Background: an optimization exercise with open tools, aiming at small area, a short achievable clock period and few clock cycles per item. Do not read the settings as production practice. The RTL was checked by simulation tests, not by an equivalence proof against the original design.

[flow/flow/run.sh]
#!/bin/bash
# Layout flow: the standard flow (standard.sh) with three changes.
#  1. Synthesis maps the logic with flow/abc.script (area-oriented ABC
#     mapping) in place of ORFS's abc_speed.script: the run uses a copy of
#     ORFS's scripts folder that differs only in that file.
#  2. Yosys's synth runs with -noabc (it still skips fsm and share), so the
#     full-adder extraction sees the adders as written rather than after a
#     generic ABC pass, which leaves inverters around the adder cells.
#  3. The port buffers are buf_2 cells instead of ORFS's default delay
#     buffers.
# Registers, their names and cells are those of the standard synthesis.
set -euo pipefail
here=$(pwd)
cp -r "$FLOW_HOME/scripts" "$here/scripts"
cp "$here/flow/abc.script" "$here/scripts/abc_speed.script"
sed '1s/-noshare {\*}\$args/-noshare -noabc {*}$args/' synth_recipe.tcl > "$here/synth_noabc.tcl"
grep -q -- '-noabc' "$here/synth_noabc.tcl"
args=(SCRIPTS_DIR="$here/scripts" SYNTH_SCRIPT="$here/synth_noabc.tcl"
      BUFFER_PORTS_ARGS="-buffer_cell sky130_fd_sc_hd__buf_2")
bash standard.sh "${args[@]}" synth > synth.log 2>&1
bash standard.sh "${args[@]}" finish > layout.log 2>&1
[flow/flow/abc.script]
strash
&get -n
&fraig -x
&put
scorr
dc2
dretime
strash
&get -n
&dch -f
&nf -R 1000
&put
[flow/standard.sh]
#!/bin/bash
# synth_recipe.tcl (not shown) runs the flow's synth.tcl, then flattens the netlist and writes it again
# the make line also repeats each setting of config.mk as NAME=value (left out here)
make -C /OpenROAD-flow-scripts/flow DESIGN_CONFIG=/design/flow/config.mk WORK_HOME=/design/flow/orfs CLKGATE_MAP_FILE= SYNTH_SCRIPT=/design/flow/synth_recipe.tcl "${@:-finish}"
[flow/config.mk]
export PLATFORM = sky130hd
export DESIGN_NAME = cksum
export DESIGN_NICKNAME = cksum
export VERILOG_FILES = /design/flow/design.v
export SDC_FILE = /design/flow/constraint.sdc
export NUM_CORES = 4
export LEC_CHECK = 0
export CAP_MARGIN = 20
export CORE_MARGIN = 2
export CORE_UTILIZATION = 65
export CTS_BUF_LIST = sky130_fd_sc_hd__clkbuf_8
export CTS_CLUSTER_DIAMETER = 100
export CTS_CLUSTER_SIZE = 30
export PLACE_DENSITY = 0.75
export SLEW_MARGIN = 20
[flow/constraint.sdc]
create_clock -name core_clock -period 38.0 [get_ports {clk}]
set_input_delay 7.6000 -clock core_clock [delete_from_list [all_inputs] [get_ports {clk}]]
set_output_delay 7.6000 -clock core_clock [all_outputs]
set_load 0.01 [all_outputs]
[flow/design.v]
module cksum (
    input  wire        clk,
    input  wire        rst,
    input  wire        in_valid,
    output wire        in_ready,
    input  wire        first,
    input  wire        last,
    input  wire [3:0]  nbytes,
    input  wire [63:0] data,
    output reg         out_valid,
    output wire [31:0] crc,
    output wire [15:0] fl
);
    assign in_ready = 1'b1;
    reg        f_r, l_r;
    reg [7:0]  t_r;
    reg [63:0] d_r;
    integer i;
    always @(posedge clk) begin
        f_r <= in_valid & first;
        l_r <= in_valid & last & ~rst;
        for (i = 0; i < 8; i = i + 1)
            t_r[i] <= in_valid & (nbytes > i);
        d_r <= data;
    end
    wire [8:0] n_eq = {t_r, 1'b1} & ~{1'b0, t_r};
    wire [3:0] n_r  = {t_r[7],
                       t_r[3] & ~t_r[7],
                       n_eq[2] | n_eq[3] | n_eq[6] | n_eq[7],
                       n_eq[1] | n_eq[3] | n_eq[5] | n_eq[7]};
    function [7:0] add255(input [7:0] x, input [7:0] y);
        reg [7:0] g, p, gg, pp, g2, p2;
        integer k, s;
        begin
            g = x & y;
            p = x ^ y;
            gg = g; pp = p;
            for (s = 1; s < 8; s = s * 2) begin
                for (k = 0; k < 8; k = k + 1) begin
                    g2[k] = gg[k] | (pp[k] & gg[(k + 8 - s) % 8]);
                    p2[k] = pp[k] & pp[(k + 8 - s) % 8];
                end
                gg = g2; pp = p2;
            end
            add255 = p ^ {gg[6:0], gg[7]};
        end
    endfunction
    function [7:0] rotl(input [7:0] x, input integer k);
        rotl = (x << k) | (x >> (8 - k));
    endfunction
    reg [31:0] c_q;
    reg [7:0]  a_q, b_q;      
    assign crc = c_q;
    assign fl  = {b_q, a_q};
    wire [31:0] c_s = f_r ? 32'd0 : c_q;
    wire [63:0] c_e = d_r ^ {32'd0, c_s};
    reg  [63:0] w;
    integer p, j;
    always @(*) begin
        w = 64'd0;
        for (p = 0; p < 8; p = p + 1)
            for (j = 0; j <= p; j = j + 1)
                if (n_eq[8 - p + j])
                    w[8*p +: 8] = c_e[8*j +: 8];
    end
    wire [31:0] c_o = ({32{n_eq[0]}} & c_s)
                    | ({32{n_eq[1]}} & {8'd0, c_s[31:8]})
                    | ({32{n_eq[2]}} & {16'd0, c_s[31:16]})
                    | ({32{n_eq[3]}} & {24'd0, c_s[31:24]});
    wire [31:0] mw;
    wire [31:0] c_n = mw ^ c_o;
    wire [154:0] cx;
    assign cx[0] = w[3] ^ w[13];
    assign cx[1] = w[11] ^ w[12];
    assign cx[2] = w[19] ^ w[39];
    assign cx[3] = w[5] ^ w[32];
    assign cx[4] = w[6] ^ w[16];
    assign cx[5] = w[4] ^ w[9];
    assign cx[6] = w[7] ^ w[36];
    assign cx[7] = w[8] ^ w[37];
    assign cx[8] = w[10] ^ w[56];
    assign cx[9] = w[27] ^ w[54];
    assign cx[10] = w[30] ^ w[55];
    assign cx[11] = w[47] ^ cx[0];
    assign cx[12] = w[31] ^ w[61];
    assign cx[13] = w[35] ^ w[38];
    assign cx[14] = w[34] ^ w[58];
    assign cx[15] = w[1] ^ w[14];
    assign cx[16] = w[51] ^ cx[2];
    assign cx[17] = w[2] ^ w[15];
    assign cx[18] = w[17] ^ w[63];
    assign cx[19] = w[41] ^ cx[1];
    assign cx[20] = w[50] ^ w[62];
    assign cx[21] = w[25] ^ w[45];
    assign cx[22] = w[60] ^ cx[5];
    assign cx[23] = w[23] ^ w[43];
    assign cx[24] = w[20] ^ w[40];
    assign cx[25] = w[22] ^ w[59];
    assign cx[26] = w[26] ^ w[53];
    assign cx[27] = w[24] ^ w[44];
    assign cx[28] = w[0] ^ w[57];
    assign cx[29] = w[49] ^ cx[3];
    assign cx[30] = w[46] ^ cx[6];
    assign cx[31] = w[48] ^ cx[10];
    assign cx[32] = w[33] ^ w[42];
    assign cx[33] = w[21] ^ cx[19];
    assign cx[34] = w[52] ^ cx[24];
    assign cx[35] = cx[4] ^ cx[13];
    assign cx[36] = cx[9] ^ cx[29];
    assign cx[37] = w[18] ^ w[29];
    assign cx[38] = w[63] ^ cx[7];
    assign cx[39] = w[12] ^ cx[23];
    assign cx[40] = w[34] ^ cx[17];
    assign cx[41] = cx[8] ^ cx[12];
    assign cx[42] = w[21] ^ cx[27];
    assign cx[43] = w[28] ^ w[35];
    assign cx[44] = w[18] ^ w[38];
    assign cx[45] = cx[18] ^ cx[20];
    assign cx[46] = cx[22] ^ cx[31];
    assign cx[47] = w[32] ^ cx[15];
    assign cx[48] = w[11] ^ cx[21];
    assign cx[49] = w[13] ^ cx[28];
    assign cx[50] = cx[36] ^ cx[38];
    assign cx[51] = w[0] ^ cx[43];
    assign cx[52] = w[16] ^ w[25];
    assign cx[53] = w[7] ^ cx[14];
    assign cx[54] = w[31] ^ w[59];
    assign cx[55] = w[3] ^ cx[34];
    assign cx[56] = cx[16] ^ cx[37];
    assign cx[57] = w[30] ^ cx[16];
    assign cx[58] = w[61] ^ cx[32];
    assign cx[59] = w[60] ^ cx[33];
    assign cx[60] = w[2] ^ cx[49];
    assign cx[61] = w[14] ^ w[39];
    assign cx[62] = cx[30] ^ cx[45];
    assign cx[63] = w[45] ^ w[54];
    assign cx[64] = w[35] ^ w[42];
    assign cx[65] = w[44] ^ w[46];
    assign cx[66] = cx[26] ^ cx[30];
    assign cx[67] = w[62] ^ cx[0];
    assign cx[68] = w[5] ^ w[39];
    assign cx[69] = w[24] ^ cx[1];
    assign cx[70] = cx[22] ^ cx[25];
    assign cx[71] = w[43] ^ w[57];
    assign cx[72] = w[8] ^ cx[11];
    assign cx[73] = cx[8] ^ cx[15];
    assign cx[74] = w[26] ^ w[28];
    assign cx[75] = w[29] ^ cx[9];
    assign cx[76] = w[52] ^ cx[52];
    assign cx[77] = w[15] ^ cx[4];
    assign cx[78] = w[20] ^ cx[39];
    assign cx[79] = w[10] ^ cx[14];
    assign cx[80] = w[54] ^ cx[28];
    assign cx[81] = w[55] ^ cx[53];
    assign cx[82] = w[17] ^ w[37];
    assign cx[83] = cx[35] ^ cx[59];
    assign cx[84] = w[4] ^ w[33];
    assign cx[85] = cx[23] ^ cx[44];
    assign cx[86] = w[47] ^ cx[50];
    assign cx[87] = w[57] ^ cx[41];
    assign cx[88] = cx[6] ^ cx[82];
    assign cx[89] = w[40] ^ cx[7];
    assign cx[90] = cx[25] ^ cx[69];
    assign cx[91] = cx[21] ^ cx[84];
    assign cx[92] = w[45] ^ cx[72];
    assign cx[93] = cx[16] ^ cx[77];
    assign cx[94] = w[37] ^ w[50];
    assign cx[95] = cx[47] ^ cx[71];
    assign cx[96] = cx[51] ^ cx[54];
    assign cx[97] = w[56] ^ cx[81];
    assign cx[98] = cx[11] ^ cx[76];
    assign cx[99] = w[28] ^ w[34];
    assign cx[100] = w[23] ^ cx[66];
    assign cx[101] = cx[29] ^ cx[87];
    assign cx[102] = cx[18] ^ cx[37];
    assign cx[103] = cx[41] ^ cx[46];
    assign cx[104] = w[1] ^ w[36];
    assign cx[105] = cx[36] ^ cx[44];
    assign cx[106] = w[52] ^ w[60];
    assign cx[107] = cx[24] ^ cx[68];
    assign cx[108] = w[36] ^ w[41];
    assign cx[109] = w[6] ^ w[23];
    assign cx[110] = cx[17] ^ cx[42];
    assign cx[111] = cx[47] ^ cx[79];
    assign cx[112] = w[7] ^ cx[65];
    assign cx[113] = cx[34] ^ cx[67];
    assign cx[114] = w[58] ^ cx[63];
    assign cx[115] = cx[26] ^ cx[64];
    assign cx[116] = w[42] ^ cx[83];
    assign cx[117] = w[19] ^ cx[112];
    assign cx[118] = w[9] ^ cx[97];
    assign cx[119] = w[15] ^ w[48];
    assign cx[120] = w[61] ^ cx[106];
    assign cx[121] = cx[48] ^ cx[105];
    assign cx[122] = w[48] ^ cx[5];
    assign cx[123] = cx[11] ^ cx[13];
    assign cx[124] = w[46] ^ cx[10];
    assign cx[125] = cx[62] ^ cx[122];
    assign cx[126] = cx[2] ^ cx[70];
    assign cx[127] = w[43] ^ w[59];
    assign cx[128] = w[58] ^ cx[20];
    assign cx[129] = cx[31] ^ cx[120];
    assign cx[130] = cx[6] ^ cx[73];
    assign cx[131] = cx[40] ^ cx[117];
    assign cx[132] = w[2] ^ w[28];
    assign cx[133] = w[22] ^ cx[15];
    assign cx[134] = cx[11] ^ cx[42];
    assign cx[135] = cx[3] ^ cx[129];
    assign cx[136] = cx[40] ^ cx[56];
    assign cx[137] = cx[74] ^ cx[86];
    assign cx[138] = w[32] ^ w[51];
    assign cx[139] = cx[33] ^ cx[96];
    assign cx[140] = cx[3] ^ cx[80];
    assign cx[141] = w[13] ^ cx[119];
    assign cx[142] = w[24] ^ cx[12];
    assign cx[143] = cx[75] ^ cx[90];
    assign cx[144] = cx[17] ^ cx[32];
    assign cx[145] = cx[25] ^ cx[85];
    assign cx[146] = w[17] ^ cx[55];
    assign cx[147] = w[5] ^ cx[57];
    assign cx[148] = w[4] ^ w[29];
    assign cx[149] = cx[18] ^ cx[93];
    assign cx[150] = w[22] ^ cx[116];
    assign cx[151] = cx[58] ^ cx[60];
    assign cx[152] = w[1] ^ w[20];
    assign cx[153] = cx[26] ^ cx[102];
    assign cx[154] = w[62] ^ cx[78];
    assign mw[0] = w[11] ^ w[33] ^ w[36] ^ cx[2] ^ cx[5] ^ cx[9] ^ cx[31] ^ cx[35] ^ cx[111] ^ cx[146];
    assign mw[1] = w[18] ^ w[49] ^ w[53] ^ w[55] ^ cx[8] ^ cx[40] ^ cx[84] ^ cx[88] ^ cx[107] ^ cx[139];
    assign mw[2] = w[19] ^ w[34] ^ w[50] ^ w[56] ^ cx[0] ^ cx[37] ^ cx[89] ^ cx[104] ^ cx[140] ^ cx[150];
    assign mw[3] = w[6] ^ w[41] ^ w[58] ^ cx[5] ^ cx[10] ^ cx[13] ^ cx[16] ^ cx[78] ^ cx[88] ^ cx[133] ^ cx[151];
    assign mw[4] = w[0] ^ w[42] ^ cx[7] ^ cx[14] ^ cx[54] ^ cx[68] ^ cx[85] ^ cx[110] ^ cx[113] ^ cx[130];
    assign mw[5] = w[3] ^ w[40] ^ w[41] ^ w[53] ^ cx[35] ^ cx[38] ^ cx[48] ^ cx[95] ^ cx[110] ^ cx[126];
    assign mw[6] = w[26] ^ w[27] ^ cx[19] ^ cx[21] ^ cx[64] ^ cx[109] ^ cx[131] ^ cx[133] ^ cx[135];
    assign mw[7] = w[27] ^ w[49] ^ w[56] ^ cx[4] ^ cx[51] ^ cx[66] ^ cx[92] ^ cx[142] ^ cx[144] ^ cx[154];
    assign mw[8] = cx[7] ^ cx[52] ^ cx[75] ^ cx[95] ^ cx[99] ^ cx[125] ^ cx[134];
    assign mw[9] = w[22] ^ w[44] ^ cx[4] ^ cx[48] ^ cx[55] ^ cx[104] ^ cx[136] ^ cx[137];
    assign mw[10] = w[29] ^ w[39] ^ cx[33] ^ cx[63] ^ cx[94] ^ cx[100] ^ cx[111] ^ cx[132];
    assign mw[11] = w[51] ^ cx[89] ^ cx[123] ^ cx[124] ^ cx[143] ^ cx[144];
    assign mw[12] = w[31] ^ w[38] ^ w[56] ^ cx[39] ^ cx[46] ^ cx[61] ^ cx[98] ^ cx[99] ^ cx[108];
    assign mw[13] = w[40] ^ cx[27] ^ cx[61] ^ cx[82] ^ cx[101] ^ cx[115] ^ cx[141] ^ cx[148];
    assign mw[14] = w[14] ^ w[30] ^ w[33] ^ w[40] ^ cx[71] ^ cx[77] ^ cx[108] ^ cx[121] ^ cx[128];
    assign mw[15] = w[12] ^ w[41] ^ cx[32] ^ cx[54] ^ cx[65] ^ cx[74] ^ cx[81] ^ cx[94] ^ cx[149];
    assign mw[16] = w[6] ^ w[11] ^ cx[32] ^ cx[46] ^ cx[56] ^ cx[72] ^ cx[114] ^ cx[127] ^ cx[130];
    assign mw[17] = w[5] ^ w[14] ^ w[49] ^ cx[1] ^ cx[7] ^ cx[28] ^ cx[34] ^ cx[103] ^ cx[127] ^ cx[131];
    assign mw[18] = w[9] ^ w[15] ^ w[44] ^ w[53] ^ cx[83] ^ cx[92] ^ cx[101] ^ cx[128] ^ cx[152];
    assign mw[19] = w[10] ^ w[21] ^ cx[1] ^ cx[4] ^ cx[25] ^ cx[61] ^ cx[114] ^ cx[125] ^ cx[138] ^ cx[151];
    assign mw[20] = w[18] ^ cx[30] ^ cx[35] ^ cx[57] ^ cx[70] ^ cx[86] ^ cx[141] ^ cx[154];
    assign mw[21] = w[1] ^ w[4] ^ w[11] ^ w[23] ^ w[30] ^ w[50] ^ w[60] ^ cx[12] ^ cx[50] ^ cx[51] ^ cx[53] ^ cx[134];
    assign mw[22] = w[8] ^ w[16] ^ cx[12] ^ cx[20] ^ cx[21] ^ cx[79] ^ cx[132] ^ cx[143] ^ cx[146] ^ cx[147];
    assign mw[23] = w[25] ^ cx[22] ^ cx[109] ^ cx[113] ^ cx[124] ^ cx[138] ^ cx[139] ^ cx[153];
    assign mw[24] = w[48] ^ cx[11] ^ cx[107] ^ cx[118] ^ cx[142] ^ cx[150] ^ cx[153];
    assign mw[25] = w[8] ^ w[49] ^ w[57] ^ cx[33] ^ cx[58] ^ cx[67] ^ cx[76] ^ cx[118] ^ cx[145] ^ cx[152];
    assign mw[26] = w[8] ^ w[14] ^ cx[8] ^ cx[14] ^ cx[39] ^ cx[42] ^ cx[45] ^ cx[60] ^ cx[115] ^ cx[126];
    assign mw[27] = w[34] ^ cx[27] ^ cx[49] ^ cx[91] ^ cx[135] ^ cx[145] ^ cx[149];
    assign mw[28] = w[3] ^ w[62] ^ cx[27] ^ cx[100] ^ cx[103] ^ cx[121];
    assign mw[29] = w[6] ^ w[46] ^ w[55] ^ cx[2] ^ cx[20] ^ cx[69] ^ cx[87] ^ cx[91] ^ cx[137];
    assign mw[30] = w[12] ^ w[26] ^ cx[43] ^ cx[62] ^ cx[73] ^ cx[80] ^ cx[98] ^ cx[147] ^ cx[148];
    assign mw[31] = w[9] ^ w[10] ^ w[16] ^ w[31] ^ w[33] ^ cx[26] ^ cx[38] ^ cx[123] ^ cx[136] ^ cx[140];
    wire [7:0] s1x, s1y, spx, spy;
    wire [7:0] a_n = add255(s1x, s1y);
    wire [7:0] q_n = ~add255(spx, spy);
    wire [7:0] a_in = f_r ? 8'hFF : a_q;
    wire [7:0] b_in = f_r ? 8'hFF : b_q;
    wire [7:0] dm0 = t_r[0] ? d_r[7:0] : 8'd0;
    wire [7:0] dm1 = t_r[1] ? d_r[15:8] : 8'd0;
    wire [7:0] dm2 = t_r[2] ? d_r[23:16] : 8'd0;
    wire [7:0] dm3 = t_r[3] ? d_r[31:24] : 8'd0;
    wire [7:0] dm4 = t_r[4] ? d_r[39:32] : 8'd0;
    wire [7:0] dm5 = t_r[5] ? d_r[47:40] : 8'd0;
    wire [7:0] dm6 = t_r[6] ? d_r[55:48] : 8'd0;
    wire [7:0] dm7 = t_r[7] ? d_r[63:56] : 8'd0;
    wire [7:0] f1_s0 = a_in ^ dm0 ^ dm1;
    wire [7:0] f1_c0 = (a_in & dm0) | (a_in & dm1) | (dm0 & dm1);
    wire [7:0] f1_s1 = dm2 ^ dm3 ^ dm4;
    wire [7:0] f1_c1 = (dm2 & dm3) | (dm2 & dm4) | (dm3 & dm4);
    wire [7:0] f1_s2 = dm5 ^ dm6 ^ dm7;
    wire [7:0] f1_c2 = (dm5 & dm6) | (dm5 & dm7) | (dm6 & dm7);
    wire [7:0] f1_s3 = f1_s0 ^ {f1_c0[6:0], f1_c0[7]} ^ f1_s1;
    wire [7:0] f1_c3 = (f1_s0 & {f1_c0[6:0], f1_c0[7]}) | (f1_s0 & f1_s1) | ({f1_c0[6:0], f1_c0[7]} & f1_s1);
    wire [7:0] f1_s4 = {f1_c1[6:0], f1_c1[7]} ^ f1_s2 ^ {f1_c2[6:0], f1_c2[7]};
    wire [7:0] f1_c4 = ({f1_c1[6:0], f1_c1[7]} & f1_s2) | ({f1_c1[6:0], f1_c1[7]} & {f1_c2[6:0], f1_c2[7]}) | (f1_s2 & {f1_c2[6:0], f1_c2[7]});
    wire [7:0] f1_s5 = f1_s3 ^ {f1_c3[6:0], f1_c3[7]} ^ f1_s4;
    wire [7:0] f1_c5 = (f1_s3 & {f1_c3[6:0], f1_c3[7]}) | (f1_s3 & f1_s4) | ({f1_c3[6:0], f1_c3[7]} & f1_s4);
    wire [7:0] f1_s6 = {f1_c4[6:0], f1_c4[7]} ^ f1_s5 ^ {f1_c5[6:0], f1_c5[7]};
    wire [7:0] f1_c6 = ({f1_c4[6:0], f1_c4[7]} & f1_s5) | ({f1_c4[6:0], f1_c4[7]} & {f1_c5[6:0], f1_c5[7]}) | (f1_s5 & {f1_c5[6:0], f1_c5[7]});
    assign s1x = f1_s6;
    assign s1y = {f1_c6[6:0], f1_c6[7]};
    wire [7:0] fp_s0 = rotl(dm1, 0) ^ rotl(dm2, 1) ^ rotl(dm3, 0);
    wire [7:0] fp_c0 = (rotl(dm1, 0) & rotl(dm2, 1)) | (rotl(dm1, 0) & rotl(dm3, 0)) | (rotl(dm2, 1) & rotl(dm3, 0));
    wire [7:0] fp_s1 = rotl(dm3, 1) ^ rotl(dm4, 2) ^ rotl(dm5, 0);
    wire [7:0] fp_c1 = (rotl(dm3, 1) & rotl(dm4, 2)) | (rotl(dm3, 1) & rotl(dm5, 0)) | (rotl(dm4, 2) & rotl(dm5, 0));
    wire [7:0] fp_s2 = rotl(dm5, 2) ^ rotl(dm6, 1) ^ rotl(dm6, 2);
    wire [7:0] fp_c2 = (rotl(dm5, 2) & rotl(dm6, 1)) | (rotl(dm5, 2) & rotl(dm6, 2)) | (rotl(dm6, 1) & rotl(dm6, 2));
    wire [7:0] fp_s3 = rotl(dm7, 3) ^ fp_s0 ^ {fp_c0[6:0], fp_c0[7]};
    wire [7:0] fp_c3 = (rotl(dm7, 3) & fp_s0) | (rotl(dm7, 3) & {fp_c0[6:0], fp_c0[7]}) | (fp_s0 & {fp_c0[6:0], fp_c0[7]});
    wire [7:0] fp_s4 = fp_s1 ^ {fp_c1[6:0], fp_c1[7]} ^ fp_s2;
    wire [7:0] fp_c4 = (fp_s1 & {fp_c1[6:0], fp_c1[7]}) | (fp_s1 & fp_s2) | ({fp_c1[6:0], fp_c1[7]} & fp_s2);
    wire [7:0] fp_s5 = {fp_c2[6:0], fp_c2[7]} ^ fp_s3 ^ {fp_c3[6:0], fp_c3[7]};
    wire [7:0] fp_c5 = ({fp_c2[6:0], fp_c2[7]} & fp_s3) | ({fp_c2[6:0], fp_c2[7]} & {fp_c3[6:0], fp_c3[7]}) | (fp_s3 & {fp_c3[6:0], fp_c3[7]});
    wire [7:0] fp_s6 = fp_s4 ^ {fp_c4[6:0], fp_c4[7]} ^ fp_s5;
    wire [7:0] fp_c6 = (fp_s4 & {fp_c4[6:0], fp_c4[7]}) | (fp_s4 & fp_s5) | ({fp_c4[6:0], fp_c4[7]} & fp_s5);
    wire [7:0] fp_s7 = {fp_c5[6:0], fp_c5[7]} ^ fp_s6 ^ {fp_c6[6:0], fp_c6[7]};
    wire [7:0] fp_c7 = ({fp_c5[6:0], fp_c5[7]} & fp_s6) | ({fp_c5[6:0], fp_c5[7]} & {fp_c6[6:0], fp_c6[7]}) | (fp_s6 & {fp_c6[6:0], fp_c6[7]});
    assign spx = fp_s7;
    assign spy = {fp_c7[6:0], fp_c7[7]};
    wire [7:0] f2_s0 = b_in ^ dm7 ^ (n_r[3] ? rotl(a_n, 3) : (n_r[0] ? a_n : 8'd0));
    wire [7:0] f2_c0 = (b_in & dm7) | (b_in & (n_r[3] ? rotl(a_n, 3) : (n_r[0] ? a_n : 8'd0))) | (dm7 & (n_r[3] ? rotl(a_n, 3) : (n_r[0] ? a_n : 8'd0)));
    wire [7:0] f2_s1 = (n_r[1] ? rotl(a_n, 1) : 8'd0) ^ (n_r[2] ? rotl(a_n, 2) : 8'd0) ^ q_n;
    wire [7:0] f2_c1 = ((n_r[1] ? rotl(a_n, 1) : 8'd0) & (n_r[2] ? rotl(a_n, 2) : 8'd0)) | ((n_r[1] ? rotl(a_n, 1) : 8'd0) & q_n) | ((n_r[2] ? rotl(a_n, 2) : 8'd0) & q_n);
    wire [7:0] f2_s2 = f2_s0 ^ {f2_c0[6:0], f2_c0[7]} ^ f2_s1;
    wire [7:0] f2_c2 = (f2_s0 & {f2_c0[6:0], f2_c0[7]}) | (f2_s0 & f2_s1) | ({f2_c0[6:0], f2_c0[7]} & f2_s1);
    wire [7:0] f2_s3 = {f2_c1[6:0], f2_c1[7]} ^ f2_s2 ^ {f2_c2[6:0], f2_c2[7]};
    wire [7:0] f2_c3 = ({f2_c1[6:0], f2_c1[7]} & f2_s2) | ({f2_c1[6:0], f2_c1[7]} & {f2_c2[6:0], f2_c2[7]}) | (f2_s2 & {f2_c2[6:0], f2_c2[7]});
    wire [7:0] s2x = f2_s3;
    wire [7:0] s2y = {f2_c3[6:0], f2_c3[7]};
    wire [7:0] b_n = add255(s2x, s2y);
    always @(posedge clk) begin
        if (rst)
            out_valid <= 1'b0;
        else
            out_valid <= l_r;
        c_q <= c_n;
        a_q <= a_n;
        b_q <= b_n;
    end
endmodule
==> notes.md, run 1 <==
* Post-layout util at 73.6%
* Vias in the first global route at 12559
* CP top delay family: flip-flops
* Yosys top cell by area: xnor2_1
* Final period util at 22.6%
* Total Routed Length at 54400 µm
* Post-synth EDFFs at 0
* Count of final hold-check violations at 0
* Setup TNS at 0 ns
* Post-CTS setup buffer count at 0
* Routability congestion estimate at 1.08
* Synth Flop Type: dfxtp_1
* Deepest clock path buffer count at 2
* HPWL Detailed at 43400 µm
* Antenna-violating nets left at 0
* CTS clock-pin slew for the worst setup and hold paths at 0.11 ns
* Worst R2R Setup Slack at 29.46 ns
* Syn Area/Cell at 9.68 µm²
* Worst path required time at 30.40 ns
* Final hold slack at 0.445 ns
* Via count at 12870
* Cts hold-fix bufs at 0
* Final min period at 8.59 ns
* Antenna violations before repair at 0
* Layout cells sized above 1 at 11.7%
* Place WS at 29.63 ns
* Vias/cell at 6.83
* Post-synth top area share at 22.2%
* FF-to-FF path depth at 20
* Clock latency on the worst-skew pair at 0.49 ns
* Delay of the slowest cell on the worst path at 0.37 ns
* Sequential element share of the synthesized area at 17.8%
* CTS sink count at 123
* Cell Area, Synth at 13800 µm²
* Placed cell area at 15000 µm²
* First-pass GRT wire length at 78900 µm
* FF+latch count, synth at 123
* Max-slew violations at 0
* Top-count cell post-synth: xnor2_1
* Crit Path Category: reg -> out
* Post-CTS sizing at 0
* CP Buf/Inv Count at 1
* Synth cell types at 37
* CTS tree: built
* Syn Nets at 1679
* RSZ-0062 raised after global routing: no
* Status: no timing/DRC/antenna violations
* DRC Markers at 0
* Worst-path cell chain: buf_2
* Largest cells by area after synthesis: xnor2_1, fa_1, dfxtp_1
* Final worst slack at 29.41 ns
* Hold Path Depth at 1
* Fmax at 116 MHz
* Slew @ Worst Pin at 1.25 ns
* Number of buffers added on ports at 121
* Reg2reg start: t_r[7]
* Async SR Flop Fraction at 0%
* CTS H-tree lvls at 4
* Gr usage total at 49.0%
* WL per Instance at 28.8 µm
* Crit path DAT at 0.99 ns
* Post-Syn Instances at 1430
* Root Driver: clkbuf_8
* Largest net degree at the start of global routing at 83
* TritonRoute pass-1 iters at 10
* I/O pin cnt at 123
* Die X at 150 µm
* Chip height at 150 µm
* # setup viols final at 0
* Hold WC Path Type: reg -> reg
* First-iteration detailed-routing DRC count at 2319
* FP Rows at 53
* Max cap viols at 0
* NumNets Final at 1846
* Ys Warns at 1
* Fin area at 15400 µm²
* CP endpoint kind: primary output
* Post-synth top cells: xnor2_1, fa_1, xor2_1, dfxtp_1, a21oi_1
* Die area at 22500 µm²
* Worst hold path endpoint: out_valid
* Hold_sp: l_r
* Core ar. at 21000 µm²
* CTS Buf Count at 17
* Reg-to-reg critical path endpoint: b_q[0]
* Grt ovf at 0
* Synth-to-layout area growth at 11.5%
* Initial core utilization at 66.0%
* CP max FO at 2
* Fillers at 1525
* Crit-path slowest cell: dfxtp_1
* Critical Path Source Type: flip-flop
* Skew final at 0.0319 ns
* Ant. Diodes at 0
* Rel. slew slack at 15.8%
cell families (layout without fill, tap and decap cells):
family	after synthesis	count (layout)	synth area share [%]
other	1	1	0.0271
multiplexers	4	4	0.307
AND/OR/NAND/NOR	280	280	10.2
buffers and inverters	9	189	0.271
AO/OA/AOI/OAI	345	345	16.1
flip-flops	123	123	17.8
adder cells (fa/ha/maj)	176	176	24.2
XOR/XNOR	492	492	31.1
layout by cell type (no fill, tap or decap), drive strengths merged, types with 38 or more instances in the layout:
cell      n
nand2b   38
dfxtp   123
a221oi   46
nand2    59
buf     149
a21oi    98
nor2     74
xnor2   351
o21ai    79
and2     69
xor2    141
fa      152
stage by stage:
step                      std cells
after floorplan                1430
after detailed placement       1853
after global routing           1885
after global placement         1853
final                          1885
after CTS                      1885
how the worst max path moves through the flow:
| stage | startpoint | endpoint | slack (ns) | depth (start not counted) |
|---|---|---|---|---|
| 3_5_place_dp | in_valid | t_r[2] | 29.63 | 5 |
| 2_1_floorplan | in_valid | t_r[6] | 29.84 | 4 |
| 4_1_cts | c_q[7] | crc[7] | 29.41 | 1 |
| 5_1_grt | t_r[7] | b_q[0] | 29.12 | 21 |
| 6_report | c_q[7] | crc[7] | 29.41 | 1 |
| 3_3_place_gp | in_valid | t_r[6] | 29.67 | 5 |
flip-flops by register name, indices dropped and copies added, names as in the netlist:
register and flops:
c_q 32, out_valid 1, a_q 8, b_q 8
t_r 8, d_r 64, f_r 1, l_r 1
layout make-up:
class                           count  area [µm²]  share of cell area, %
Clock inverter                     15         166                   1.08
Tap cell                          275         344                   2.23
Clock buffer                       17         234                   1.52
Multi-Input combinational cell   1298       11400                   73.7
Sequential cell                   123        2460                   16.0
Inverter                            8        30.0                  0.195
Timing Repair Buffer              149         816                   5.29
metal layers:
metal  vias to the layer above  GRT usage (%)  routed length [µm]
met5                         -          0.682                   0
met4                         0           22.3                3340
met3                       301           24.4                9320
met2                      1185           68.4               21800
met1                      6106           63.6               19900
li1                       5278              -                   -
Testbench counts, summed over its fixed seeds: cycles 52,989, bytes 403,081.
==> inputs of run 2 (changes only) <==
--- a/flow/config.mk
+++ b/flow/config.mk
@@ -8,8 +8,8 @@
 export CAP_MARGIN = 20
 export CORE_MARGIN = 2
-export CORE_UTILIZATION = 65
+export CORE_UTILIZATION = 50
 export CTS_BUF_LIST = sky130_fd_sc_hd__clkbuf_8
 export CTS_CLUSTER_DIAMETER = 100
 export CTS_CLUSTER_SIZE = 30
-export PLACE_DENSITY = 0.75
+export PLACE_DENSITY = 0.65
 export SLEW_MARGIN = 20
==> run 2 against run 1 <==
  * Synthesized cell count is the same
  * Hold slack improved by 0.017 ns
  * First-iteration DRC count is 27% lower
  * Synthesized area unchanged
  * Critical endpoint is now fl[9]
  * Largest cell class unchanged
==> notes.md, run 2 <==
* Status: no timing/DRC/antenna violations (unchanged)
* CTS tree: built (unchanged)
* Setup TNS at 0 ns (unchanged)
* Post-Synth Simple-Gate Area at 10.2% (unchanged)
* Clock latency on the worst-skew pair at 0.48 ns (was 0.49 ns)
* Via count at 12354 (was 12870)
* Total Routed Length at 57100 µm (was 54400 µm)
* HPWL Detailed at 46400 µm (was 43400 µm)
* Largest net degree at the start of global routing at 59 (was 83)
* FF+latch count, synth at 123 (unchanged)
* Hold WC Path Type: reg -> reg (unchanged)
* Hold Path Depth at 1 (unchanged)
* Cts hold-fix bufs at 0 (unchanged)
* Crit-path slowest cell: dfxtp_1 (unchanged)
* Max-slew violations at 0 (unchanged)
* WL per Instance at 28.5 µm (was 28.8 µm)
* Ant. Diodes at 0 (unchanged)
* Most flops, register: d_r (unchanged)
* Critical Path Source Type: flip-flop (unchanged)
* Hold_sp: l_r (unchanged)
* Worst hold path endpoint: out_valid (unchanged)
* Mux contribution to synthesized area at 0.307% (unchanged)
* CTS H-tree lvls at 4 (unchanged)
* Delay of the slowest cell on the worst path at 0.39 ns (was 0.37 ns)
* Non-filler instance count after layout at 2004 (was 1885)
* Post-synth top area share at 22.2% (unchanged)
* Synth cell types at 37 (unchanged)
* Reg2reg start: t_r[5] (was t_r[7])
* RSZ-0062 raised after global routing: no (unchanged)
* Post-synth EDFFs at 0 (unchanged)
* Grt ovf at 0 (unchanged)
* TritonRoute pass-1 iters at 8 (was 10)
* Syn Area/Cell at 9.68 µm² (unchanged)
* # setup viols final at 0 (unchanged)
* Synth Flop Type: dfxtp_1 (unchanged)
* Yosys top cell by area: xnor2_1 (unchanged)
* Register Area at 2460 µm² (unchanged)
* Synth-to-layout area growth at 13.2% (was 11.5%)
* Post-CTS sizing at 0 (unchanged)
* Final min period at 8.61 ns (was 8.59 ns)
* Number of flip-flops in the largest register at 64 (unchanged)
* CTS Buf Count at 17 (unchanged)
* Gr usage total at 40.2% (was 49.0%)
* Vias in the first global route at 11946 (was 12559)
* Syn Nets at 1679 (unchanged)
* CTS clock-pin slew for the worst setup and hold paths at 0.09 ns (was 0.11 ns)
* Worst R2R Setup Slack at 29.90 ns (was 29.46 ns)
* Initial core utilization at 51.1% (was 66.0%)
* Die X at 170 µm (was 150 µm)
* First-iteration detailed-routing DRC count at 1695 (was 2319)
* Routability congestion estimate at 1.04 (was 1.08)
* Antenna violations before repair at 0 (unchanged)
* Root Driver: clkbuf_8 (unchanged)
* Final hold slack at 0.461 ns (was 0.445 ns)
* Crit path DAT at 1.01 ns (was 0.99 ns)
* Adder-cell area share of the yosys netlist at 24.2% (unchanged)
* Rel. slew slack at 23.4% (was 15.8%)
* Post-Synth XOR/XNOR Area at 31.1% (unchanged)
* DRC Markers at 0 (unchanged)
* Fmax at 116 MHz (about the same)
* CP Buf/Inv Count at 1 (unchanged)
* Post-synth top cells: xnor2_1, fa_1, xor2_1, dfxtp_1, a21oi_1 (unchanged)
* Reg-to-reg critical path endpoint: b_q[3] (was b_q[0])
* Fin area at 15700 µm² (was 15400 µm²)
* Skew final at 0.0311 ns (was 0.0319 ns)
* NumNets Final at 1869 (was 1846)
* FP Rows at 60 (was 53)
* Chip height at 170 µm (was 150 µm)
* FF-to-FF path depth at 20 (unchanged)
* Most frequent cells in the layout: xnor2_1, fa_1, xor2_1 (unchanged)
* CP max FO at 2 (unchanged)
* Worst path required time at 30.40 ns (about the same)
* Largest family of logic cells by synthesized area: XOR/XNOR gates (unchanged)
* Worst-path cell chain: buf_2 (unchanged)
* Count of final hold-check violations at 0 (unchanged)
* Antenna-violating nets left at 0 (unchanged)
* Final period util at 22.7% (was 22.6%)
* Footprint of the multi-input gates at 11400 µm² (about the same)
* Largest cells by area after synthesis: xnor2_1, fa_1, dfxtp_1 (unchanged)
* Top-count cell post-synth: xnor2_1 (unchanged)
* CTS sink count at 123 (unchanged)
* Placed Cells at 1973 (was 1853)
* Synth Area in Compound Gates at 16.1% (unchanged)
* Largest regs: d_r (64), c_q (32) (unchanged)
* Die area at 29000 µm² (was 22500 µm²)
* Post-layout util at 57.8% (was 73.6%)
* CP top delay family: flip-flops (unchanged)
* Async SR Flop Fraction at 0% (unchanged)
* Layout cells sized above 1 at 12.9% (was 11.7%)
* Core ar. at 27100 µm² (was 21000 µm²)
* I/O pin cnt at 123 (unchanged)
* Placed cell area at 15300 µm² (was 15000 µm²)
* Post-Syn Instances at 1430 (unchanged)
* First-pass GRT wire length at 82500 µm (was 78900 µm)
* Max cap viols at 0 (unchanged)
* Number of buffers added on ports at 121 (unchanged)
* Sequential element share of the synthesized area at 17.8% (unchanged)
* Commonest non-fill, non-tap cell in the layout: xnor2_1 (unchanged)
* Cell Area, Synth at 13800 µm² (unchanged)
* Post-CTS setup buffer count at 0 (unchanged)
* Crit Path Category: reg -> out (unchanged)
* Deepest clock path buffer count at 2 (unchanged)
* Vias/cell at 6.16 (was 6.83)
* Fillers at 2529 (was 1525)
* CP endpoint kind: primary output (unchanged)
* Ys Warns at 1 (unchanged)
* Slew @ Worst Pin at 1.15 ns (was 1.25 ns)
run 2: layout make-up:
type,instances,area share (%)
Clock buffer,17,1.49
Timing Repair Buffer,172,6.31
Tap cell,372,2.97
Multi-Input combinational cell,1298,72.5
Inverter,8,0.192
Sequential cell,123,15.7
Clock inverter,14,0.790
run 2: kinds of logic (layout without fill, tap and decap cells):
| logic type | after synthesis | count (layout) |
|---|---|---|
| xor gates and xnor gates | 492 | 492 |
| muxes | 4 | 4 |
| DFF | 123 | 123 |
| adders and majority gates | 176 | 176 |
| AOI/OAI and AO/OA | 345 | 345 |
| and+or+nand+nor | 280 | 280 |
| buffers and inverters | 9 | 211 |
| other | 1 | 1 |
run 2: worst max path at each step:
stage | start | end | slack (ns) | depth (start not counted)
final | b_q[1] | fl[9] | 29.39 | 1
after floorplan | in_valid | t_r[6] | 29.84 | 4
after CTS | b_q[1] | fl[9] | 29.38 | 1
after global placement | in_valid | t_r[6] | 29.63 | 5
after detailed placement | in_valid | t_r[6] | 29.63 | 5
after global routing | b_q[1] | fl[9] | 29.36 | 1
run 2: through the flow:
stage          worst slack (ns)
6_report                  29.39
5_1_grt                   29.36
4_1_cts                   29.38
3_5_place_dp              29.63
3_3_place_gp              29.63
2_1_floorplan             29.84
run 2: routing by layer:
metal,vias to the layer above,GRT usage (%),share of wire [%]
li1,5309,-,-
met1,5995,53.9,40
met2,849,61.3,44
met3,201,8.07,10
met4,0,21.5,6.6
met5,-,0,0
==> inputs of run 3 (changes only) <==
--- a/flow/flow/run.sh
+++ b/flow/flow/run.sh
@@ -7,5 +7,5 @@
 #     full-adder extraction sees the adders as written rather than after a
 #     generic ABC pass, which leaves inverters around the adder cells.
-#  3. The port buffers are buf_2 cells instead of ORFS's default delay
+#  3. The port buffers are buf_1 cells instead of ORFS's default delay
 #     buffers.
 # Registers, their names and cells are those of the standard synthesis.
@@ -17,5 +17,5 @@
 grep -q -- '-noabc' "$here/synth_noabc.tcl"
 args=(SCRIPTS_DIR="$here/scripts" SYNTH_SCRIPT="$here/synth_noabc.tcl"
-      BUFFER_PORTS_ARGS="-buffer_cell sky130_fd_sc_hd__buf_2")
+      BUFFER_PORTS_ARGS="-buffer_cell sky130_fd_sc_hd__buf_1")
 bash standard.sh "${args[@]}" synth > synth.log 2>&1
 bash standard.sh "${args[@]}" finish > layout.log 2>&1
==> flow/config.mk (replaced) <==
export PLATFORM = sky130hd
export DESIGN_NAME = cksum
export DESIGN_NICKNAME = cksum
export VERILOG_FILES = /design/flow/design.v
export SDC_FILE = /design/flow/constraint.sdc
export NUM_CORES = 4
export LEC_CHECK = 0
export CAP_MARGIN = 5
export CORE_MARGIN = 2
export CORE_UTILIZATION = 60
export CTS_BUF_LIST = sky130_fd_sc_hd__clkbuf_8
export CTS_CLUSTER_DIAMETER = 100
export CTS_CLUSTER_SIZE = 30
export PLACE_DENSITY = 0.7
export SLEW_MARGIN = 5
==> run 3 against run 2 <==
  * Utilization increased by 9.7 points
  * Flip-flop and latch count unchanged
  * Synthesized cell count unchanged
  * Register-to-register slack got worse by 0.48 ns
  * Count of clock-buffer cells in the layout unchanged
  * First-iteration DRC count increased by 18%
  * Sequential share of layout area increased by 0.38 points
  * Cell area decreased by 2.4%
  * Critical endpoint is now fl[8]
  * Die area decreased by 16%
==> notes.md, run 3 <==
* # setup viols final at 0 (unchanged)
* Skew final at 0.0216 ns (was 0.0311 ns)
* Initial core utilization at 61.1% (was 51.1%)
* Die area at 24300 µm² (was 29000 µm²)
* Synth Flop Type: dfxtp_1 (unchanged)
* NumNets Final at 1854 (was 1869)
* Yosys top cell by area: xnor2_1 (unchanged)
* Ys Warns at 1 (unchanged)
* Slew @ Worst Pin at 1.37 ns (was 1.15 ns)
* Setup TNS at 0 ns (unchanged)
* CP max FO at 2 (unchanged)
* Fmax at 115 MHz (was 116 MHz)
* I/O pin cnt at 123 (unchanged)
* Via count at 12603 (was 12354)
* Number of flip-flops in the largest register at 64 (unchanged)
* Cts hold-fix bufs at 0 (unchanged)
* Clock latency on the worst-skew pair at 0.48 ns (about the same)
* DRC Markers at 0 (unchanged)
* Chip height at 156 µm (was 170 µm)
* Critical Path Source Type: flip-flop (unchanged)
* Antenna-violating nets left at 0 (unchanged)
* Crit path DAT at 1.07 ns (was 1.01 ns)
* Fillers at 1815 (was 2529)
* Most flops, register: d_r (unchanged)
* Count of final hold-check violations at 0 (unchanged)
* Post-CTS sizing at 0 (unchanged)
* Final period util at 22.8% (was 22.7%)
* Worst path required time at 30.40 ns (about the same)
* Root Driver: clkbuf_8 (unchanged)
* Rel. slew slack at 7.38% (was 23.4%)
* Routability congestion estimate at 1.08 (was 1.04)
* Top-count cell post-synth: xnor2_1 (unchanged)
* Total Routed Length at 54400 µm (was 57100 µm)
* CTS tree: built (unchanged)
* Synth-to-layout area growth at 10.6% (was 13.2%)
* CP Buf/Inv Count at 1 (unchanged)
* Crit-path slowest cell: dfxtp_1 (unchanged)
* Footprint of the multi-input gates at 11300 µm² (was 11400 µm²)
* CTS Buf Count at 17 (unchanged)
* Post-Syn Instances at 1430 (unchanged)
* Grt ovf at 0 (unchanged)
* Crit Path Category: reg -> out (unchanged)
* RSZ-0062 raised after global routing: no (unchanged)
* Worst-path cell chain: buf_1 (was buf_2)
* Syn Nets at 1679 (unchanged)
* Post-synth top cells: xnor2_1, fa_1, xor2_1, dfxtp_1, a21oi_1 (unchanged)
* Layout cells sized above 1 at 4.45% (was 12.9%)
* Post-CTS setup buffer count at 0 (unchanged)
* Max cap viols at 0 (unchanged)
* Syn Area/Cell at 9.68 µm² (unchanged)
* Post-synth top area share at 22.2% (unchanged)
* Largest net degree at the start of global routing at 49 (was 59)
* Antenna violations before repair at 0 (unchanged)
* Register Area at 2460 µm² (unchanged)
* Hold WC Path Type: reg -> reg (unchanged)
* First-iteration detailed-routing DRC count at 2005 (was 1695)
* Number of buffers added on ports at 121 (unchanged)
* FF+latch count, synth at 123 (unchanged)
* Gr usage total at 45.5% (was 40.2%)
* CTS H-tree lvls at 4 (unchanged)
* Most frequent cells in the layout: xnor2_1, fa_1, xor2_1 (unchanged)
* Largest cells by area after synthesis: xnor2_1, fa_1, dfxtp_1 (unchanged)
* Vias/cell at 6.62 (was 6.16)
* Cell Area, Synth at 13800 µm² (unchanged)
* TritonRoute pass-1 iters at 7 (was 8)
* Async SR Flop Fraction at 0% (unchanged)
* CTS sink count at 123 (unchanged)
* Vias in the first global route at 12058 (was 11946)
* Post-layout util at 67.6% (was 57.8%)
* Largest regs: d_r (64), c_q (32) (unchanged)
* Ant. Diodes at 0 (unchanged)
* Commonest non-fill, non-tap cell in the layout: xnor2_1 (unchanged)
* FP Rows at 55 (was 60)
* Synth cell types at 37 (unchanged)
* Sequential element share of the synthesized area at 17.8% (unchanged)
* Die X at 156 µm (was 170 µm)
* Post-synth EDFFs at 0 (unchanged)
* First-pass GRT wire length at 79300 µm (was 82500 µm)
* Delay of the slowest cell on the worst path at 0.42 ns (was 0.39 ns)
* Deepest clock path buffer count at 2 (unchanged)
* Status: no timing/DRC/antenna violations (unchanged)
* HPWL Detailed at 44300 µm (was 46400 µm)
* Core ar. at 22600 µm² (was 27100 µm²)
* CTS clock-pin slew for the worst setup and hold paths at 0.09 ns (about the same)
* WL per Instance at 28.6 µm (was 28.5 µm)
* Final min period at 8.67 ns (was 8.61 ns)
* Max-slew violations at 0 (unchanged)
* CP top delay family: flip-flops (unchanged)
* CP endpoint kind: primary output (unchanged)
-- run 3: cell counts after synthesis --
No cell type changed its count.
-- run 3: kinds of logic (layout without fill, tap and decap cells) --
| family | count (synthesis) | count (layout) | synth area share [%] |
|---|---|---|---|
| buffers and inverters | 9 | 197 | 0.271 |
| xor gates and xnor gates | 492 | 492 | 31.1 |
| adders and majority gates | 176 | 176 | 24.2 |
| and+or+nand+nor | 280 | 280 | 10.2 |
| other | 1 | 1 | 0.0271 |
| DFF | 123 | 123 | 17.8 |
| AOI/OAI and AO/OA | 345 | 345 | 16.1 |
| muxes | 4 | 4 | 0.307 |
-- run 3: stage by stage --
step	area, µm²	cells	hold WS (ns)	worst slack, ns
2_1_floorplan	13800	1430	0.414	29.84
3_3_place_gp	14900	1871	0.432	29.64
3_5_place_dp	14900	1871	0.433	29.59
4_1_cts	15300	1903	0.463	29.33
5_1_grt	15300	1903	0.471	29.07
6_report	15300	1903	0.462	29.33
-- run 3: worst paths after layout --
path               start         to  slack, ns  cells past startpoint
setup reg to reg  t_r[7]     b_q[3]      29.42                     22
hold / removal       l_r  out_valid       0.46                      1
hold reg to reg      l_r  out_valid       0.46                      1
setup / recovery  b_q[0]      fl[8]      29.33                      1
-- run 3: layout make-up --
type	instances	share of cell area [%]
Tap cell	285	2.33
Sequential cell	123	16.1
Inverter	8	0.196
Clock inverter	15	0.924
Timing Repair Buffer	157	4.74
Multi-Input combinational cell	1298	74.2
Clock buffer	17	1.53
-- run 3: worst reg2reg max path, delay by kind of cell, from the launching register on --
kind,cells,cell delay [ns]
fa+ha+maj,9,4.37
compound gates,6,1.35
buf+inv,3,1.10
simple gates,2,0.70
xor+xnor,2,0.64
flops,1,0.38
-- run 3: per-layer routing --
metal  share of wire [%]  wire length (µm)  vias to the layer above  global-route usage, %
li1                    -                 -                     5289                      -
met1                  39             21400                     5972                   63.0
met2                  40             21800                     1133                   64.7
met3                  15              8360                      209                   17.0
met4                 5.1              2800                        0                   17.8
met5                   0                 0                        -                      0
==> inputs of run 4 (changes only) <==
--- a/flow/design.v
+++ b/flow/design.v
@@ -271,38 +271,36 @@
     wire [7:0] dm6 = t_r[6] ? d_r[55:48] : 8'd0;
     wire [7:0] dm7 = t_r[7] ? d_r[63:56] : 8'd0;
-    wire [7:0] f1_s0 = a_in ^ dm0 ^ dm1;
-    wire [7:0] f1_c0 = (a_in & dm0) | (a_in & dm1) | (dm0 & dm1);
-    wire [7:0] f1_s1 = dm2 ^ dm3 ^ dm4;
-    wire [7:0] f1_c1 = (dm2 & dm3) | (dm2 & dm4) | (dm3 & dm4);
-    wire [7:0] f1_s2 = dm5 ^ dm6 ^ dm7;
-    wire [7:0] f1_c2 = (dm5 & dm6) | (dm5 & dm7) | (dm6 & dm7);
-    wire [7:0] f1_s3 = f1_s0 ^ {f1_c0[6:0], f1_c0[7]} ^ f1_s1;
-    wire [7:0] f1_c3 = (f1_s0 & {f1_c0[6:0], f1_c0[7]}) | (f1_s0 & f1_s1) | ({f1_c0[6:0], f1_c0[7]} & f1_s1);
-    wire [7:0] f1_s4 = {f1_c1[6:0], f1_c1[7]} ^ f1_s2 ^ {f1_c2[6:0], f1_c2[7]};
-    wire [7:0] f1_c4 = ({f1_c1[6:0], f1_c1[7]} & f1_s2) | ({f1_c1[6:0], f1_c1[7]} & {f1_c2[6:0], f1_c2[7]}) | (f1_s2 & {f1_c2[6:0], f1_c2[7]});
-    wire [7:0] f1_s5 = f1_s3 ^ {f1_c3[6:0], f1_c3[7]} ^ f1_s4;
-    wire [7:0] f1_c5 = (f1_s3 & {f1_c3[6:0], f1_c3[7]}) | (f1_s3 & f1_s4) | ({f1_c3[6:0], f1_c3[7]} & f1_s4);
-    wire [7:0] f1_s6 = {f1_c4[6:0], f1_c4[7]} ^ f1_s5 ^ {f1_c5[6:0], f1_c5[7]};
-    wire [7:0] f1_c6 = ({f1_c4[6:0], f1_c4[7]} & f1_s5) | ({f1_c4[6:0], f1_c4[7]} & {f1_c5[6:0], f1_c5[7]}) | (f1_s5 & {f1_c5[6:0], f1_c5[7]});
-    assign s1x = f1_s6;
-    assign s1y = {f1_c6[6:0], f1_c6[7]};
-    wire [7:0] fp_s0 = rotl(dm1, 0) ^ rotl(dm2, 1) ^ rotl(dm3, 0);
-    wire [7:0] fp_c0 = (rotl(dm1, 0) & rotl(dm2, 1)) | (rotl(dm1, 0) & rotl(dm3, 0)) | (rotl(dm2, 1) & rotl(dm3, 0));
-    wire [7:0] fp_s1 = rotl(dm3, 1) ^ rotl(dm4, 2) ^ rotl(dm5, 0);
-    wire [7:0] fp_c1 = (rotl(dm3, 1) & rotl(dm4, 2)) | (rotl(dm3, 1) & rotl(dm5, 0)) | (rotl(dm4, 2) & rotl(dm5, 0));
-    wire [7:0] fp_s2 = rotl(dm5, 2) ^ rotl(dm6, 1) ^ rotl(dm6, 2);
-    wire [7:0] fp_c2 = (rotl(dm5, 2) & rotl(dm6, 1)) | (rotl(dm5, 2) & rotl(dm6, 2)) | (rotl(dm6, 1) & rotl(dm6, 2));
-    wire [7:0] fp_s3 = rotl(dm7, 3) ^ fp_s0 ^ {fp_c0[6:0], fp_c0[7]};
-    wire [7:0] fp_c3 = (rotl(dm7, 3) & fp_s0) | (rotl(dm7, 3) & {fp_c0[6:0], fp_c0[7]}) | (fp_s0 & {fp_c0[6:0], fp_c0[7]});
-    wire [7:0] fp_s4 = fp_s1 ^ {fp_c1[6:0], fp_c1[7]} ^ fp_s2;
-    wire [7:0] fp_c4 = (fp_s1 & {fp_c1[6:0], fp_c1[7]}) | (fp_s1 & fp_s2) | ({fp_c1[6:0], fp_c1[7]} & fp_s2);
-    wire [7:0] fp_s5 = {fp_c2[6:0], fp_c2[7]} ^ fp_s3 ^ {fp_c3[6:0], fp_c3[7]};
-    wire [7:0] fp_c5 = ({fp_c2[6:0], fp_c2[7]} & fp_s3) | ({fp_c2[6:0], fp_c2[7]} & {fp_c3[6:0], fp_c3[7]}) | (fp_s3 & {fp_c3[6:0], fp_c3[7]});
-    wire [7:0] fp_s6 = fp_s4 ^ {fp_c4[6:0], fp_c4[7]} ^ fp_s5;
-    wire [7:0] fp_c6 = (fp_s4 & {fp_c4[6:0], fp_c4[7]}) | (fp_s4 & fp_s5) | ({fp_c4[6:0], fp_c4[7]} & fp_s5);
-    wire [7:0] fp_s7 = {fp_c5[6:0], fp_c5[7]} ^ fp_s6 ^ {fp_c6[6:0], fp_c6[7]};
-    wire [7:0] fp_c7 = ({fp_c5[6:0], fp_c5[7]} & fp_s6) | ({fp_c5[6:0], fp_c5[7]} & {fp_c6[6:0], fp_c6[7]}) | (fp_s6 & {fp_c6[6:0], fp_c6[7]});
-    assign spx = fp_s7;
-    assign spy = {fp_c7[6:0], fp_c7[7]};
+    wire [7:0] fg_s0 = dm1 ^ dm3 ^ dm5;
+    wire [7:0] fg_c0 = (dm1 & dm3) | (dm1 & dm5) | (dm3 & dm5);
+    wire [7:0] fg_s1 = dm2 ^ dm4 ^ dm6;
+    wire [7:0] fg_c1 = (dm2 & dm4) | (dm2 & dm6) | (dm4 & dm6);
+    wire [7:0] f1_s0 = a_in ^ dm0 ^ dm7;
+    wire [7:0] f1_c0 = (a_in & dm0) | (a_in & dm7) | (dm0 & dm7);
+    wire [7:0] f1_s1 = fg_s0 ^ {fg_c0[6:0], fg_c0[7]} ^ fg_s1;
+    wire [7:0] f1_c1 = (fg_s0 & {fg_c0[6:0], fg_c0[7]}) | (fg_s0 & fg_s1) | ({fg_c0[6:0], fg_c0[7]} & fg_s1);
+    wire [7:0] f1_s2 = {fg_c1[6:0], fg_c1[7]} ^ f1_s0 ^ {f1_c0[6:0], f1_c0[7]};
+    wire [7:0] f1_c2 = ({fg_c1[6:0], fg_c1[7]} & f1_s0) | ({fg_c1[6:0], fg_c1[7]} & {f1_c0[6:0], f1_c0[7]}) | (f1_s0 & {f1_c0[6:0], f1_c0[7]});
+    wire [7:0] f1_s3 = f1_s1 ^ {f1_c1[6:0], f1_c1[7]} ^ f1_s2;
+    wire [7:0] f1_c3 = (f1_s1 & {f1_c1[6:0], f1_c1[7]}) | (f1_s1 & f1_s2) | ({f1_c1[6:0], f1_c1[7]} & f1_s2);
+    wire [7:0] f1_s4 = {f1_c2[6:0], f1_c2[7]} ^ f1_s3 ^ {f1_c3[6:0], f1_c3[7]};
+    wire [7:0] f1_c4 = ({f1_c2[6:0], f1_c2[7]} & f1_s3) | ({f1_c2[6:0], f1_c2[7]} & {f1_c3[6:0], f1_c3[7]}) | (f1_s3 & {f1_c3[6:0], f1_c3[7]});
+    assign s1x = f1_s4;
+    assign s1y = {f1_c4[6:0], f1_c4[7]};
+    wire [7:0] fp_s0 = rotl(dm3, 1) ^ rotl(dm4, 1) ^ rotl(dm5, 2);
+    wire [7:0] fp_c0 = (rotl(dm3, 1) & rotl(dm4, 1)) | (rotl(dm3, 1) & rotl(dm5, 2)) | (rotl(dm4, 1) & rotl(dm5, 2));
+    wire [7:0] fp_s1 = rotl(dm6, 2) ^ rotl(dm7, 3) ^ fg_s0;
+    wire [7:0] fp_c1 = (rotl(dm6, 2) & rotl(dm7, 3)) | (rotl(dm6, 2) & fg_s0) | (rotl(dm7, 3) & fg_s0);
+    wire [7:0] fp_s2 = {fg_c0[6:0], fg_c0[7]} ^ rotl(fg_s1, 1) ^ rotl({fg_c1[6:0], fg_c1[7]}, 1);
+    wire [7:0] fp_c2 = ({fg_c0[6:0], fg_c0[7]} & rotl(fg_s1, 1)) | ({fg_c0[6:0], fg_c0[7]} & rotl({fg_c1[6:0], fg_c1[7]}, 1)) | (rotl(fg_s1, 1) & rotl({fg_c1[6:0], fg_c1[7]}, 1));
+    wire [7:0] fp_s3 = fp_s0 ^ {fp_c0[6:0], fp_c0[7]} ^ fp_s1;
+    wire [7:0] fp_c3 = (fp_s0 & {fp_c0[6:0], fp_c0[7]}) | (fp_s0 & fp_s1) | ({fp_c0[6:0], fp_c0[7]} & fp_s1);
+    wire [7:0] fp_s4 = {fp_c1[6:0], fp_c1[7]} ^ fp_s2 ^ {fp_c2[6:0], fp_c2[7]};
+    wire [7:0] fp_c4 = ({fp_c1[6:0], fp_c1[7]} & fp_s2) | ({fp_c1[6:0], fp_c1[7]} & {fp_c2[6:0], fp_c2[7]}) | (fp_s2 & {fp_c2[6:0], fp_c2[7]});
+    wire [7:0] fp_s5 = fp_s3 ^ {fp_c3[6:0], fp_c3[7]} ^ fp_s4;
+    wire [7:0] fp_c5 = (fp_s3 & {fp_c3[6:0], fp_c3[7]}) | (fp_s3 & fp_s4) | ({fp_c3[6:0], fp_c3[7]} & fp_s4);
+    wire [7:0] fp_s6 = {fp_c4[6:0], fp_c4[7]} ^ fp_s5 ^ {fp_c5[6:0], fp_c5[7]};
+    wire [7:0] fp_c6 = ({fp_c4[6:0], fp_c4[7]} & fp_s5) | ({fp_c4[6:0], fp_c4[7]} & {fp_c5[6:0], fp_c5[7]}) | (fp_s5 & {fp_c5[6:0], fp_c5[7]});
+    assign spx = fp_s6;
+    assign spy = {fp_c6[6:0], fp_c6[7]};
     wire [7:0] f2_s0 = b_in ^ dm7 ^ (n_r[3] ? rotl(a_n, 3) : (n_r[0] ? a_n : 8'd0));
     wire [7:0] f2_c0 = (b_in & dm7) | (b_in & (n_r[3] ? rotl(a_n, 3) : (n_r[0] ? a_n : 8'd0))) | (dm7 & (n_r[3] ? rotl(a_n, 3) : (n_r[0] ? a_n : 8'd0)));
--- a/flow/flow/run.sh
+++ b/flow/flow/run.sh
@@ -7,5 +7,5 @@
 #     full-adder extraction sees the adders as written rather than after a
 #     generic ABC pass, which leaves inverters around the adder cells.
-#  3. The port buffers are buf_1 cells instead of ORFS's default delay
+#  3. The port buffers are buf_2 cells instead of ORFS's default delay
 #     buffers.
 # Registers, their names and cells are those of the standard synthesis.
@@ -17,5 +17,5 @@
 grep -q -- '-noabc' "$here/synth_noabc.tcl"
 args=(SCRIPTS_DIR="$here/scripts" SYNTH_SCRIPT="$here/synth_noabc.tcl"
-      BUFFER_PORTS_ARGS="-buffer_cell sky130_fd_sc_hd__buf_1")
+      BUFFER_PORTS_ARGS="-buffer_cell sky130_fd_sc_hd__buf_2")
 bash standard.sh "${args[@]}" synth > synth.log 2>&1
 bash standard.sh "${args[@]}" finish > layout.log 2>&1
==> run 4 against run 3 <==
  * Via count down 0.19%
  * Die area shrank 1.5%
  * Register-to-register slack improved by 0.37 ns
  * Sequential share of layout area barely moved
  * Worst setup slack better by 0.10 ns
  * Clock skew rose by 0.0014 ns
  * Synthesized cell count shrank 0.42%
==> notes.md, run 4 <==
* Most flops, register: d_r (unchanged)
* Status: no timing/DRC/antenna violations (unchanged)
* CTS sink count at 123 (unchanged)
* Final min period at 8.56 ns (was 8.67 ns)
* Ys Warns at 1 (unchanged)
* CP top delay family: flip-flops (unchanged)
* Post-synth EDFFs at 0 (unchanged)
* Clock latency on the worst-skew pair at 0.48 ns (about the same)
* Setup TNS at 0 ns (unchanged)
* Slew @ Worst Pin at 1.22 ns (was 1.37 ns)
* Sequential element share of the synthesized area at 18.1% (was 17.8%)
* Largest net degree at the start of global routing at 47 (was 49)
* Post-synth top area share at 22.0% (was 22.2%)
* NumNets Final at 1841 (was 1854)
* Delay of the slowest cell on the worst path at 0.35 ns (was 0.42 ns)
* Die X at 155 µm (was 156 µm)
* Number of flip-flops in the largest register at 64 (unchanged)
* Post-CTS setup buffer count at 0 (unchanged)
* Rel. slew slack at 17.9% (was 7.38%)
* Placed cell area at 14900 µm² (about the same)
* Synth cell types at 36 (was 37)
* Fillers at 1858 (was 1815)
* RSZ-0062 raised after global routing: no (unchanged)
* Max cap viols at 0 (unchanged)
* CTS tree: built (unchanged)
* Max-slew violations at 0 (unchanged)
* Worst path required time at 30.40 ns (about the same)
* WL per Instance at 27.9 µm (was 28.6 µm)
* Fin area at 15300 µm² (about the same)
* Core ar. at 22400 µm² (was 22600 µm²)
* Syn Nets at 1665 (was 1679)
* FP Rows at 55 (unchanged)
* CP max FO at 2 (unchanged)
* Via count at 12579 (was 12603)
* Yosys top cell by area: xnor2_1 (unchanged)
* Post-CTS sizing at 0 (unchanged)
* Deepest clock path buffer count at 2 (unchanged)
* Critical Path Source Type: flip-flop (unchanged)
* CTS clock-pin slew for the worst setup and hold paths at 0.10 ns (was 0.09 ns)
* CTS H-tree lvls at 4 (unchanged)
* CP endpoint kind: primary output (unchanged)
* # setup viols final at 0 (unchanged)
* Total Routed Length at 53000 µm (was 54400 µm)
* Async SR Flop Fraction at 0% (unchanged)
* Crit-path slowest cell: dfxtp_1 (unchanged)
* Most frequent cells in the layout: xnor2_1, xor2_1, fa_1 (was xnor2_1, fa_1, xor2_1)
* Post-synth top cells: xnor2_1, xor2_1, fa_1, a21oi_1, dfxtp_1 (was xnor2_1, fa_1, xor2_1, dfxtp_1, a21oi_1)
* Antenna-violating nets left at 0 (unchanged)
* FF+latch count, synth at 123 (unchanged)
* Layout cells sized above 1 at 12.2% (was 4.45%)
* Routability congestion estimate at 1.06 (was 1.08)
* Synth-to-layout area growth at 12.3% (was 10.6%)
* Syn Area/Cell at 9.57 µm² (was 9.68 µm²)
* Final period util at 22.5% (was 22.8%)
* Number of buffers added on ports at 121 (unchanged)
* Fmax at 117 MHz (was 115 MHz)
* Die area at 23900 µm² (was 24300 µm²)
* Crit Path Category: reg -> out (unchanged)
* First-pass GRT wire length at 78800 µm (was 79300 µm)
* Post-Syn Instances at 1424 (was 1430)
* TritonRoute pass-1 iters at 9 (was 7)
* Vias/cell at 6.62 (about the same)
* Gr usage total at 45.2% (was 45.5%)
* Hold WC Path Type: reg -> reg (unchanged)
* Crit path DAT at 0.96 ns (was 1.07 ns)
* First-iteration detailed-routing DRC count at 1894 (was 2005)
* Largest regs: d_r (64), c_q (32) (unchanged)
* Count of final hold-check violations at 0 (unchanged)
* CP Buf/Inv Count at 1 (unchanged)
* Cell Area, Synth at 13600 µm² (was 13800 µm²)
* I/O pin cnt at 123 (unchanged)
* Initial core utilization at 60.7% (was 61.1%)
* Top-count cell post-synth: xnor2_1 (unchanged)
* Synth Flop Type: dfxtp_1 (unchanged)
* Skew final at 0.0230 ns (was 0.0216 ns)
* Largest cells by area after synthesis: xnor2_1, fa_1, dfxtp_1 (unchanged)
* Antenna violations before repair at 0 (unchanged)
* DRC Markers at 0 (unchanged)
* Root Driver: clkbuf_8 (unchanged)
* Grt ovf at 0 (unchanged)
* Chip height at 155 µm (was 156 µm)
* Worst-path cell chain: buf_2 (was buf_1)
* Commonest non-fill, non-tap cell in the layout: xnor2_1 (unchanged)
* CTS Buf Count at 17 (unchanged)
* HPWL Detailed at 42800 µm (was 44300 µm)
* Vias in the first global route at 12465 (was 12058)
* Cts hold-fix bufs at 0 (unchanged)
## run 4: cell type report
type                       count  area, µm²  share of cell area (%)
sequential                   123       2460                    16.1
inverter                      11       41.3                   0.270
antenna                        1       2.50                  0.0164
clock inverter                15        188                    1.23
clock buffer                  17        234                    1.53
multi-input combinational   1289      11100                    72.8
tap                          285        357                    2.33
timing repair buffer         158        881                    5.76
## run 4: routing by layer
metal	track usage (%)	part of all wire, %
met3	14.0	12
met1	54.7	35
met2	70.5	43
met4	28.6	9.1
met5	0	0
## run 4: final timing paths
| kind | from | to | slack [ns] | cells after the start |
|---|---|---|---|---|
| max | b_q[1] | fl[9] | 29.44 | 1 |
| min | l_r | out_valid | 0.45 | 1 |
| max reg2reg | t_r[7] | b_q[2] | 29.79 | 22 |
| min reg2reg | l_r | out_valid | 0.45 | 1 |
## run 4: cell families (layout without fill, tap and decap cells)
group                      count (synthesis)  in the layout  share of synthesized area, %
and+or+nand+nor                          272            272                          10.1
xor gates and xnor gates                 489            489                          31.4
buffers and inverters                     12            201                         0.358
other                                      1              2                        0.0275
muxes                                      4              4                         0.321
adders and majority gates                168            168                          23.4
DFF                                      123            123                          18.1
AOI/OAI and AO/OA                        355            355                          16.3
## run 4: metrics by stage
step           hold WS, ns  cells  setup slack (ns)  utilization (%)
5_1_grt              0.462   1898             29.40             68.2
6_report             0.446   1899             29.44             68.2
3_5_place_dp         0.433   1865             29.49             66.3
4_1_cts              0.447   1897             29.42             68.1
2_1_floorplan        0.414   1424             29.75                -
3_3_place_gp         0.419   1865             29.57             66.3
## run 4: worst register-to-register path, stage by stage, from the launching register on
cell and delay, ns:
dfxtp_2 0.32, buf_4 0.43, buf_4 0.58, and2_0 0.51
fa_1 0.52, fa_1 0.53, fa_1 0.43, fa_1 0.41
ha_1 0.42, a21oi_1 0.14, o21ai_0 0.24, a41oi_1 0.09
xnor2_1 0.39, clkinv_1 0.22, o21ai_0 0.26, fa_1 0.48
fa_1 0.58, fa_1 0.43, ha_1 0.38, a21oi_1 0.23
o21ai_0 0.17, a41oi_1 0.22, xnor2_1 0.15
Testbench counts of run 4, summed over its fixed seeds: cycles 52,989, bytes 403,081.

## port drivers added, routing unchanged
In the flow no input, the clock included, has a driving cell. The finished layouts below were timed again as built, in two steps.
Step 1 sets driving cells, clkbuf_16 on the clock port and buf_2 on the other inputs (assumed; they add their load-dependent delay and slew).
Step 2, shift: input delay + t, output delay - t, t = (earliest + latest rising clock arrival at the registers) / 2. This alone moves slack from input paths to output paths.
a / b / c = no drivers / after step 1 / after step 2; a / b = the first two.
run	t, ns	setup slack, ns	worst register clock-pin slew, ns
run 1	0.519	29.408 / 29.360 / 29.464	0.11 / 0.11
run 2	0.516	29.387 / 29.338 / 29.645	0.10 / 0.10
run 3	0.513	29.332 / 29.285 / 29.415	0.10 / 0.10
run 4	0.512	29.437 / 29.392 / 29.502	0.10 / 0.10
After both steps setup and hold are still met in every run listed.
